This is an optimization exercise on Yosys and OpenROAD, whose aim is small area, a short achievable clock period and few clock cycles, not a production implementation. Function was checked by simulation only, so behaviour that the tests miss may differ from the original. Power is estimated from default activity; no workload was simulated.

== red ==
==> flow/design.v (excerpt) <==
module kbd_scan_react (
    input  wire        clk,
    input  wire        rst,
    input  wire        cmd_valid,
    input  wire [7:0]  cmd,
    output wire        cmd_ready,
    output reg  [7:0]  row_n,
    input  wire [7:0]  col_n,
    input  wire [31:0] rnd_data,
    output reg         rnd_take,
    output wire [17:0] ev,
    output reg         led_valid,
    output reg  [23:0] led_data,
    output reg         draw_valid,
    output wire [1:0]  draw_sprite,
    output wire [2:0]  fault
);
    localparam [1:0] M_RAINBOW = 2'd0, M_LIGHTNING = 2'd1, M_CHASE = 2'd2, M_CHASE2 = 2'd3;
    localparam [3:0] S_IDLE = 4'd0,
                     S_SCAN = 4'd1,    
                     S_POP  = 4'd2,    
                     S_DBW  = 4'd3,    
                     S_LFW  = 4'd4,    
                     S_LF   = 4'd5,    
                     S_LW0  = 4'd6,    
                     S_LT0  = 4'd7,    
                     S_LW1  = 4'd8,    
                     S_LT1  = 4'd9,    
                     S_LR   = 4'd10,   
                     S_LR2  = 4'd11,   
                     S_LT2  = 4'd12,   
                     S_KW0  = 4'd13,   
                     S_KT0  = 4'd14,   
                     S_KT1  = 4'd15;   
    reg [3:0]  st;
    reg        rdy;
    reg        rdy_ok;       
    reg        f_proto, f_ill;
  ...
export LEC_CHECK = 0
export CAP_MARGIN = 20
export CORE_MARGIN = 2
export CORE_UTILIZATION = 40
export PLACE_DENSITY = 0.6
export SLEW_MARGIN = 20
export SYNTH_HIERARCHICAL = 1
create_clock -name core_clock -period 14.0 [get_ports {clk}]
standard.sh (not shown) runs the stock make flow with config.mk's settings and CLKGATE_MAP_FILE= SYNTH_SCRIPT=/design/flow/synth_recipe.tcl, a recipe that flattens the netlist after the stock synthesis.
==> flow/flow/run.sh <==
#!/bin/bash
# Standard ORFS layout with the standard synthesis, unchanged.  Timing repair
# aims at a larger setup slack than the default so that the achieved period is
# short; the clock tree uses larger leaf clusters; ports get plain buffers.
set -euo pipefail
bash standard.sh SETUP_SLACK_MARGIN=10 CTS_CLUSTER_SIZE=24 CTS_CLUSTER_DIAMETER=70 \
    "BUFFER_PORTS_ARGS=-buffer_cell sky130_fd_sc_hd__buf_2" finish > standard.log 2>&1
red: all stages complete, timing, DRC and antenna checks passed
Testbench counts of red, summed over its fixed seeds: cycles 1,040,346.
Here is what was changed in the inputs of blue compared with red.
-- flow/design.v --
<<< red, line 59
    reg [7:0]  ft;
    reg        fpend;        
    reg [6:0]  lcnt;         
    reg [3:0]  cidx;
    reg [7:0]  cph;          
>>> blue, line 59
    reg [7:0]  ft;
    reg        fpend;        
    reg [6:0]  lcnt;
    reg [3:0]  cidx;
    reg [7:0]  cph;          
<<< red, line 162
    wire is_L   = (mode == M_LIGHTNING);
    wire is_C   = (mode == M_CHASE);
    wire       lt_fire = (lcnt == ((mode == M_CHASE2) ? 7'h5d : 7'h0c));    
    wire       scan_go = (ic >= 3'd3) && !in_pass;
    wire frame_x = x_ltf | x_lk | x_lm | x_lfin | x_lw | x_rclr;
>>> blue, line 162
    wire is_L   = (mode == M_LIGHTNING);
    wire is_C   = (mode == M_CHASE);
    wire [6:0] k_last  = (mode == M_CHASE2) ? 7'd99 : 7'd9;
    wire       lt_fire = (lcnt == k_last);
    wire       scan_go = (ic >= 3'd3) && !in_pass;
    wire frame_x = x_ltf | x_lk | x_lm | x_lfin | x_lw | x_rclr;
<<< red, line 278
        .db_proto(!in_pass && q_any),
        .pass_nx(in_pass ? pass - 4'd1 : (st == S_DBW && !q_any) ? 4'd8 : 4'd0),
        .lcnt(lcnt), .lcnt_lt(lt_fire ? 7'd1 : {lcnt[5:0], lcnt[6] ^ lcnt[5]}),
        .mode(mode),
        .ltf_lt(lt_fire && !is_L), .lk_lk(is_C), .lk_pop(pop_press && is_C),
>>> blue, line 279
        .db_proto(!in_pass && q_any),
        .pass_nx(in_pass ? pass - 4'd1 : (st == S_DBW && !q_any) ? 4'd8 : 4'd0),
        .lcnt(lcnt), .lcnt_lt(lt_fire ? 7'd0 : lcnt + 7'd1),
        .mode(mode),
        .ltf_lt(lt_fire && !is_L), .lk_lk(is_C), .lk_pop(pop_press && is_C),
<<< red, line 383
            bvalid <= 8'd0; evrow <= 8'd0; ev_r <= 8'd0;
            fk <= 2'd1; fws <= 1'b0; ft <= 8'd255; fpend <= 1'b0;
            lcnt <= 7'd1; cidx <= 4'd0; cph <= 8'd255; mode <= M_RAINBOW;
            rsel <= 4'd1;
            sprite <= 2'd0;
>>> blue, line 384
            bvalid <= 8'd0; evrow <= 8'd0; ev_r <= 8'd0;
            fk <= 2'd1; fws <= 1'b0; ft <= 8'd255; fpend <= 1'b0;
            lcnt <= 7'd0; cidx <= 4'd0; cph <= 8'd255; mode <= M_RAINBOW;
            rsel <= 4'd1;
            sprite <= 2'd0;
<<< red, line 532
    assign pass_d   = (a_db & ro_db) ? 4'd8 : pass_nx;
    assign pmask_d  = (a_db & ro_db) ? rhot : pmask_nx;
    assign lcnt_d   = a_lt ? lcnt_lt : a_lm ? 7'd1 : lcnt;
    assign mode_d   = a_lm ? cmd[1:0] : mode;
    assign xltf_d   = a_lt & ltf_lt;
>>> blue, line 533
    assign pass_d   = (a_db & ro_db) ? 4'd8 : pass_nx;
    assign pmask_d  = (a_db & ro_db) ? rhot : pmask_nx;
    assign lcnt_d   = a_lt ? lcnt_lt : a_lm ? 7'd0 : lcnt;
    assign mode_d   = a_lm ? cmd[1:0] : mode;
    assign xltf_d   = a_lt & ltf_lt;
==> summary.txt <==
Between blue and red, the die area does not differ in any meaningful way.
Switching power: blue and red compared, higher one is red
Sort blue and red by signed area change from the synthesized netlist to the final layout, ascending, and red comes first.
Between blue and red, the difference in post-synthesis instance total is negligible.
Looking at critical path depth, blue sits 1 lower than red does.
blue and red ended up with nearly the same effective utilization at floorplan.
Looking only at detailed placer's ending HPWL, and setting everything else aside, the higher value of blue and red goes to red.
blue can be clocked slower than red.
As far as final hold violation count goes, red and blue are indistinguishable; the numbers are identical.
Between blue and red, the difference in fraction of area in registers is negligible.
In the flow results for blue and red, the number of gates given a new drive strength after cts is smaller on blue.
Relative to red, the total number of vias of blue is lower by about 1.2%.
Testbench counts of blue, summed over its fixed seeds: cycles 1,040,346.

## re-timing with driven ports
The flow's constraints put no driver on any port. The routed layouts listed below were extracted and timed again, unchanged, in two steps. Step 1: set_driving_cell puts a clkbuf_16 on clk and a buf_2 on each other input, an assumption about the parent block. Step 2 adds t to the input delays and takes it off the output delays; t is the mean of the earliest and latest rising clock arrival at the registers after step 1. Input paths then give back, and output paths get back, about the clock's delay inside the block. Three values: ideal, step 1, step 2; two values: the first two.
| run | t, ns | slack for setup (ns) | worst setup path at the end |
|---|---|---|---|
| red | 0.670 | 10.028 / 9.972 / 9.402 | input to register |
| blue | 0.654 | 10.014 / 10.009 / 9.387 | input to register |
After both steps setup and hold are still met in every run listed. The setup slack of blue, which loses most, moves by -0.005 ns with the drivers and by -0.627 ns with both steps.
